Context: an optimization exercise on an open-source flow, tuned for small area, a short achievable clock period and few clock cycles per item. The choices shown serve that exercise and are no tape-out recipe. In this exercise RTL edits were held to simulation tests only and were not proved equivalent to the original.

==> inputs of job 9219 <==
==> flow/design.v (excerpt) <==
module blade_biquad (
    input  wire        clk,
    input  wire        rst,
    input  wire        cmd_valid,
    output wire        cmd_ready,
    input  wire        cmd_clear,
    input  wire [31:0] cmd_x0,
    input  wire [31:0] cmd_x1,
    input  wire [31:0] cmd_b0,
    input  wire [31:0] cmd_b1,
    input  wire [31:0] cmd_b2,
    input  wire [31:0] cmd_a1,
    input  wire [31:0] cmd_a2,
    output reg         rsp_valid,
    output reg  [31:0] rsp_y0,
    output reg  [31:0] rsp_y1
);
clock: 24.0 ns
lec_check: 0
abc_area: 1
cap_margin: 20
core_margin: 2
core_utilization: 40
place_density: 0.6
slew_margin: 20
run.sh (not shown) runs the stock make flow with config.mk's settings and CLKGATE_MAP_FILE= SYNTH_SCRIPT=/design/flow/synth_recipe.tcl, a recipe that flattens the netlist after the stock synthesis.
==> job 824: changes against job 9219 <==
--- a/flow/design.v
+++ b/flow/design.v
@@ -1,14 +1,16 @@
 module blade_fmul_s1 (
     input  wire [31:0] a,
     input  wire [31:0] b,
     input  wire        ha,      
     input  wire        hb,      
-    output wire [47:0] prod,    
+    output wire [21:0] plo,     
+    output wire [26:0] ph0,
+    output wire [26:0] ph1,
     output wire [7:0]  e8,      
     output wire [4:0]  lz,      
     output wire        tiny0,
     output wire        tiny1,
     output wire        ovf0,
     output wire        ovf1,
     output wire [4:0]  rs0,
     output wire [4:0]  rs1,
@@ -24,59 +26,84 @@
     wire        a_nan  = (ea == 8'hFF) && (a[22:0] != 0);
     wire        b_nan  = (eb == 8'hFF) && (b[22:0] != 0);
     wire        a_sub  = !ha;
     wire        b_sub  = !hb;
     assign sy = a[31] ^ b[31];
     assign spec = (a_nan || b_nan || (a_inf && b_zero) || (b_inf && a_zero)) ? 2'd1 :
                   (a_inf || b_inf)                                          ? 2'd2 :
                   (a_zero || b_zero || (a_sub && b_sub))                    ? 2'd3 : 2'd0;
-    function [4:0] lzc23(input [22:0] v);
-        integer i;
-        reg found;
+    function [1:0] lzc2(input [1:0] x);
+        lzc2 = {x == 2'b00, x == 2'b01};
+    endfunction
+    function [2:0] lzc4(input [3:0] x);
+        reg [1:0] h, l;
+        begin
+            h = lzc2(x[3:2]);
+            l = lzc2(x[1:0]);
+            lzc4 = h[1] ? {l[1], 1'b1, l[0]} : {1'b0, h};
+        end
+    endfunction
+    function [3:0] lzc8(input [7:0] x);
+        reg [2:0] h, l;
+        begin
+            h = lzc4(x[7:4]);
+            l = lzc4(x[3:0]);
+            lzc8 = h[2] ? {l[2], 1'b1, l[1:0]} : {1'b0, h};
+        end
+    endfunction
+    function [4:0] lzc16(input [15:0] x);
+        reg [3:0] h, l;
+        begin
+            h = lzc8(x[15:8]);
+            l = lzc8(x[7:0]);
+            lzc16 = h[3] ? {l[3], 1'b1, l[2:0]} : {1'b0, h};
+        end
+    endfunction
+    function [5:0] lzc32(input [31:0] x);
+        reg [4:0] h, l;
         begin
-            lzc23 = 5'd23;
-            found = 1'b0;
-            for (i = 22; i >= 0; i = i - 1) begin
-                if (!found && v[i]) begin
-                    lzc23 = 5'd23 - i[4:0];
-                    found = 1'b1;
-                end
-            end
+            h = lzc16(x[31:16]);
+            l = lzc16(x[15:0]);
+            lzc32 = h[4] ? {l[4], 1'b1, l[3:0]} : {1'b0, h};
         end
     endfunction
     wire [22:0] fs = a_sub ? a[22:0] : b[22:0];
-    assign lz = (a_sub || b_sub) ? lzc23(fs) : 5'd0;
-    blade_mul24 u_mul (.a({ha, a[22:0]}), .b({hb, b[22:0]}), .p(prod));
+    wire [5:0]  lzs = lzc32({1'b0, fs, 8'hFF});          
+    assign lz = (a_sub || b_sub) ? lzs[4:0] : 5'd0;
+    blade_mul24 u_mul (.a({ha, a[22:0]}), .b({hb, b[22:0]}), .lo(plo), .h0(ph0), .h1(ph1));
     wire [9:0]  e = {2'd0, ea} + {2'd0, eb} + {9'd0, a_sub} + {9'd0, b_sub}
                     - 10'd127 - {5'd0, lz};
     wire [9:0]  r0 = 10'd1 - e;                           
     wire [9:0]  r1 = 10'd0 - e;
     assign e8    = e[7:0];
     assign tiny0 = e[9] || (e == 10'd0);                  
     assign tiny1 = e[9];                                  
     assign ovf0  = !e[9] && (e > 10'd254);
     assign ovf1  = !e[9] && (e > 10'd253);
     assign rs0   = (r0 > 10'd26) ? 5'd26 : r0[4:0];
     assign rs1   = (r1 > 10'd26) ? 5'd26 : r1[4:0];
 endmodule
 module blade_fmul_s2 (
-    input  wire [47:0] prod,
+    input  wire [21:0] plo,
+    input  wire [26:0] ph0,
+    input  wire [26:0] ph1,
     input  wire [7:0]  e8,
     input  wire [4:0]  lz,
     input  wire        tiny0,
     input  wire        tiny1,
     input  wire        ovf0,
     input  wire        ovf1,
     input  wire [4:0]  rs0,
     input  wire [4:0]  rs1,
     input  wire        sy,
     input  wire [1:0]  spec,
     output reg  [31:0] y
 );
+    wire [47:0] prod = {ph0 + ph1 + {26'd0, plo[21]}, plo[20:0]};
     wire [47:0] pl  = prod << lz;
     wire [26:0] pt  = pl[47:21];
     wire [5:0]  kl  = 6'd21 - {1'b0, lz};                 
     wire [20:0] mlo = kl[5] ? 21'd0 : ~(21'h1FFFFF << kl[4:0]);
     wire        st20 = |(prod[20:0] & mlo);              
     wire        hi  = pt[26];
     wire [25:0] nt  = hi ? pt[26:1] : pt[25:0];           
     wire        nst = hi ? (pt[0] | st20) : st20;         
@@ -113,32 +140,36 @@
         endcase
     end
 endmodule
 module blade_fmul (
     input  wire [31:0] a,
     input  wire [31:0] b,
     output wire [31:0] y
 );
-    wire [47:0] prod;
+    wire [21:0] plo;
+    wire [26:0] ph0, ph1;
     wire [7:0]  e8;
     wire [4:0]  lz, rs0, rs1;
     wire        tiny0, tiny1, ovf0, ovf1;
     wire        sy;
     wire [1:0]  spec;
-    blade_fmul_s1 u1 (.a(a), .b(b), .ha(a[30:23] != 0), .hb(b[30:23] != 0), .prod(prod),
+    blade_fmul_s1 u1 (.a(a), .b(b), .ha(a[30:23] != 0), .hb(b[30:23] != 0),
+                      .plo(plo), .ph0(ph0), .ph1(ph1),
                       .e8(e8), .lz(lz), .tiny0(tiny0), .tiny1(tiny1), .ovf0(ovf0), .ovf1(ovf1),
                       .rs0(rs0), .rs1(rs1), .sy(sy), .spec(spec));
-    blade_fmul_s2 u2 (.prod(prod), .e8(e8), .lz(lz), .tiny0(tiny0), .tiny1(tiny1), .ovf0(ovf0),
+    blade_fmul_s2 u2 (.plo(plo), .ph0(ph0), .ph1(ph1), .e8(e8), .lz(lz), .tiny0(tiny0), .tiny1(tiny1), .ovf0(ovf0),
                       .ovf1(ovf1), .rs0(rs0), .rs1(rs1), .sy(sy), .spec(spec), .y(y));
 endmodule
 module blade_mul24 (
     input  wire [23:0] a,
     input  wire [23:0] b,
-    output wire [47:0] p
+    output wire [21:0] lo,
+    output wire [26:0] h0,
+    output wire [26:0] h1
 );
     wire t1 = (a[19] & b[0]) ^ (a[18] & b[1]);
     wire t2 = (a[19] & b[0]) & (a[18] & b[1]);
     wire t3 = (a[20] & b[0]) ^ (a[19] & b[1]) ^ (a[18] & b[2]);
     wire t4 = ((a[20] & b[0]) & (a[19] & b[1])) | ((a[20] & b[0]) & (a[18] & b[2])) | ((a[19] & b[1]) & (a[18] & b[2]));
     wire t5 = (a[17] & b[3]) ^ (a[16] & b[4]);
     wire t6 = (a[17] & b[3]) & (a[16] & b[4]);
     wire t7 = (a[21] & b[0]) ^ (a[20] & b[1]) ^ (a[19] & b[2]);
@@ -1144,17 +1175,19 @@
     wire t1007 = t921 ^ t838 ^ t920;
     wire t1008 = (t921 & t838) | (t921 & t920) | (t838 & t920);
     wire t1009 = t923 ^ t840 ^ t922;
     wire t1010 = (t923 & t840) | (t923 & t922) | (t840 & t922);
     wire t1011 = (a[23] & b[22]) ^ (a[22] & b[23]) ^ t924;
     wire t1012 = ((a[23] & b[22]) & (a[22] & b[23])) | ((a[23] & b[22]) & t924) | ((a[22] & b[23]) & t924);
     wire [47:0] r0 = {1'b0, (a[23] & b[23]), t1011, t1009, t1007, t1005, t1003, t1001, t999, t997, t995, t993, t991, t989, t987, t985, t983, t981, t979, t977, t975, t973, t971, t969, t967, t965, t963, t961, t959, t957, t955, t953, t951, t949, t947, t945, t943, t941, t939, t937, t935, t933, t931, t929, t927, t925, (a[1] & b[0]), (a[0] & b[0])};
     wire [47:0] r1 = {1'b0, t1012, t1010, t1008, t1006, t1004, t1002, t1000, t998, t996, t994, t992, t990, t988, t986, t984, t982, t980, t978, t976, t974, t972, t970, t968, t966, t964, t962, t960, t958, t956, t954, t952, t950, t948, t946, t944, t942, t940, t938, t936, t934, t932, t930, t928, t926, (a[0] & b[2]), (a[0] & b[1]), 1'b0};
-    assign p = r0 + r1;
+    assign lo = {1'b0, r0[20:0]} + {1'b0, r1[20:0]};
+    assign h0 = r0[47:21];
+    assign h1 = r1[47:21];
 endmodule
 module blade_fadd_s1 (
     input  wire [31:0] a,
     input  wire [31:0] b,
     input  wire        sub,
     output wire [23:0] mp,      
     output reg  [26:0] bl,      
     output wire        eff_sub,
@@ -1274,17 +1307,17 @@
         rnd = N[2] & (N[1] | N[0] | m[0]);
         ef  = m[23] ? e[7:0] : 8'd0;
         if (nan)
             y = 32'h7FC00000;
         else if (inf)
             y = {is, 8'hFF, 23'd0};
         else if (S == 0)
             y = {zs, 31'd0};
-        else if (e[8] || e[7:0] == 8'hFF)
+        else if (S[27] && xp == 8'd254)      
             y = {sp, 8'hFF, 23'd0};
         else
             y = {sp, ef, m[22:0]} + {31'd0, rnd};
     end
 endmodule
 module blade_fadd (
     input  wire [31:0] a,
     input  wire [31:0] b,
@@ -1375,34 +1408,36 @@
     reg [31:0] areg, breg;           
     reg        areg_h, breg_h;       
     reg [31:0] a1r, a2r;             
     reg [31:0] pm;                   
     reg [31:0] aop;                  
     reg [31:0] tb0, tb1;             
     reg [31:0] s1_0, s1_1, s2_0, s2_1;
     reg        zA0, zA1, zB1;        
-    wire [47:0] m_prod;
+    wire [21:0] m_plo;
+    wire [26:0] m_ph0, m_ph1;
     wire [7:0]  m_e8;
     wire [4:0]  m_lz, m_rs0, m_rs1;
     wire        m_tiny0, m_tiny1, m_ovf0, m_ovf1;
     wire        m_sy;
     wire [1:0]  m_spec;
-    blade_fmul_s1 u_m1 (.a(areg), .b(breg), .ha(areg_h), .hb(breg_h), .prod(m_prod),
+    blade_fmul_s1 u_m1 (.a(areg), .b(breg), .ha(areg_h), .hb(breg_h), .plo(m_plo), .ph0(m_ph0), .ph1(m_ph1),
                         .e8(m_e8), .lz(m_lz), .tiny0(m_tiny0), .tiny1(m_tiny1),
                         .ovf0(m_ovf0), .ovf1(m_ovf1), .rs0(m_rs0), .rs1(m_rs1),
                         .sy(m_sy), .spec(m_spec));
-    reg  [47:0] mr_prod;
+    reg  [21:0] mr_plo;
+    reg  [26:0] mr_ph0, mr_ph1;
     reg  [7:0]  mr_e8;
     reg  [4:0]  mr_lz, mr_rs0, mr_rs1;
     reg         mr_tiny0, mr_tiny1, mr_ovf0, mr_ovf1;
     reg         mr_sy;
     reg  [1:0]  mr_spec;
     wire [31:0] m_y;
-    blade_fmul_s2 u_m2 (.prod(mr_prod), .e8(mr_e8), .lz(mr_lz), .tiny0(mr_tiny0),
+    blade_fmul_s2 u_m2 (.plo(mr_plo), .ph0(mr_ph0), .ph1(mr_ph1), .e8(mr_e8), .lz(mr_lz), .tiny0(mr_tiny0),
                         .tiny1(mr_tiny1), .ovf0(mr_ovf0), .ovf1(mr_ovf1), .rs0(mr_rs0),
                         .rs1(mr_rs1), .sy(mr_sy), .spec(mr_spec), .y(m_y));
     wire        b_tz    = b_tz_0 ? zA0 : zB1;
     wire        pm_zero = (pm[30:0] == 31'd0);
     wire        tn_sign = pm_zero ? (~pm[31] & b_tz) : ~pm[31];
     wire [31:0] add_b = {b_tn ? tn_sign : pm[31], pm[30:0]};
     wire [23:0] a_mp;
     wire [26:0] a_bl;
@@ -1432,17 +1467,19 @@
             A_S2_0:  aop_r = s2_0;
             A_S2_1:  aop_r = s2_1;
             A_TB0:   aop_r = tb0;
             default: aop_r = tb1;
         endcase
     end
     wire [31:0] aop_d = (ar_dst == a_src) ? a_y : aop_r;
     always @(posedge clk) begin
-        mr_prod  <= m_prod;
+        mr_plo   <= m_plo;
+        mr_ph0   <= m_ph0;
+        mr_ph1   <= m_ph1;
         mr_e8    <= m_e8;
         mr_lz    <= m_lz;
         mr_rs0   <= m_rs0;
         mr_rs1   <= m_rs1;
         mr_tiny0 <= m_tiny0;
         mr_tiny1 <= m_tiny1;
         mr_ovf0  <= m_ovf0;
         mr_ovf1  <= m_ovf1;
==> flow/flow/run.sh (new file) <==
#!/bin/bash
# Layout flow: the standard ORFS flow (standard.sh, unchanged synthesis,
# floorplan, placement, CTS and routing at the design's clock and
# constraints), with a larger setup-slack margin for OpenROAD's repair_timing
# so that the resizer also shortens paths that already meet the 24 ns clock.
# standard.sh's full output goes to standard.log in this folder; the ORFS
# logs of each step stay under orfs/logs.
set -eo pipefail
export SETUP_SLACK_MARGIN=16.5
bash standard.sh > standard.log 2>&1
test -s out/final.def
==> flow/standard.sh (new file) <==
#!/bin/bash
# synth_recipe.tcl (not shown) runs the flow's synth.tcl, then flattens the netlist and writes it again
# the make line also repeats each setting of config.mk as NAME=value (left out here)
make -C /OpenROAD-flow-scripts/flow DESIGN_CONFIG=/design/flow/config.mk WORK_HOME=/design/flow/orfs CLKGATE_MAP_FILE= SYNTH_SCRIPT=/design/flow/synth_recipe.tcl "${@:-finish}"
removed: flow/run.sh
==> job 1389: changes against job 9219 <==
==> flow/flow/run.sh (new file) <==
#!/bin/bash
# Layout flow: the standard ORFS flow (standard.sh, unchanged synthesis,
# floorplan, placement, CTS and routing at the design's clock and
# constraints), with a larger setup-slack margin for OpenROAD's repair_timing
# so that the resizer also shortens paths that already meet the 24 ns clock.
# standard.sh's full output goes to standard.log in this folder; the ORFS
# logs of each step stay under orfs/logs.
set -eo pipefail
export SETUP_SLACK_MARGIN=16.5
bash standard.sh > standard.log 2>&1
test -s out/final.def
==> flow/standard.sh (new file) <==
#!/bin/bash
# synth_recipe.tcl (not shown) runs the flow's synth.tcl, then flattens the netlist and writes it again
# the make line also repeats each setting of config.mk as NAME=value (left out here)
make -C /OpenROAD-flow-scripts/flow DESIGN_CONFIG=/design/flow/config.mk WORK_HOME=/design/flow/orfs CLKGATE_MAP_FILE= SYNTH_SCRIPT=/design/flow/synth_recipe.tcl "${@:-finish}"
removed: flow/run.sh
==> comparison table <==
quantity	job 9219	job 1389	job 824
Slowest cell delay on critical path	0.72 ns	0.54 ns	0.72 ns
Met1 wire length	89,400 um	89,800 um	102,000 um
Number of rows created at floorplan	141	141	144
Fraction of standard cell area in multi-input logic	0.547	0.546	0.542
Req. time, crit path	24.53 ns	24.58 ns	24.63 ns
Fraction of synthesized cell area in xor and xnor cells	0.0180	0.0180	0.0139
Compound-gate portion of the synthesized area	0.121	0.121	0.0992
Worst slack on hold paths	0.403 ns	0.403 ns	0.420 ns
Run status	no timing/DRC/antenna violations	no timing/DRC/antenna violations	no timing/DRC/antenna violations
Number of cells traversed by the worst hold path	2	2	0
CP startpoint	ar_mp[0]	areg[12]	cmd_valid
Slew HR	0.249	0.168	0.249
Unrepaired setup endpoints after global routing	false	true	false
Flop and latch count out of synthesis	655	655	681
Non-CTS inverters	1,673	1,674	1,829
Resized cells post-CTS	0	15	0
Fraction of met2 tracks used by global routing	0.458	0.458	0.456
Sequential area share after synthesis	0.258	0.258	0.258
Die area	0.152 mm2	0.152 mm2	0.158 mm2
Unique masters post-synth	75	75	68
Post-synthesis adder-cell area fraction	0.210	0.210	0.203
Testbench counts of job 9219, summed over its fixed seeds: cycles 28,824, items 4,800.
Testbench counts of job 824, summed over its fixed seeds: cycles 28,824, items 4,800.
Testbench counts of job 1389, summed over its fixed seeds: cycles 28,824, items 4,800.

separate check: timing with driven ports:
How much do the figures lean on ideal ports? The routed layouts below were timed once more, with nothing changed but the port constraints. Step 1 sets driving cells, clkbuf_16 on the clock port and buf_2 on the other inputs (assumed; they add their load-dependent delay and slew). Step 2, shift: input delay + t, output delay - t, t = (earliest + latest rising clock arrival at the registers) / 2. This alone moves slack from input paths to output paths. Three values: no drivers, after step 1, after step 2; two values: the first two.
run | t, ns | slack for setup (ns) | hold slack, ns | latest minus earliest clock arrival (ns)
job 9219 | 0.755 | 16.064 / 16.064 / 16.028 | 0.403 / 0.403 / 0.403 | 0.044 / 0.044
job 824 | 0.764 | 17.095 / 17.096 / 16.341 | 0.420 / 0.420 / 0.420 | 0.048 / 0.048
job 1389 | 0.752 | 16.881 / 16.881 / 16.277 | 0.403 / 0.403 / 0.403 | 0.044 / 0.044
After both steps every run listed still meets setup and hold. For job 824, which loses most, drivers alone change the setup slack by +0.001 ns; drivers and shift together by -0.754 ns.
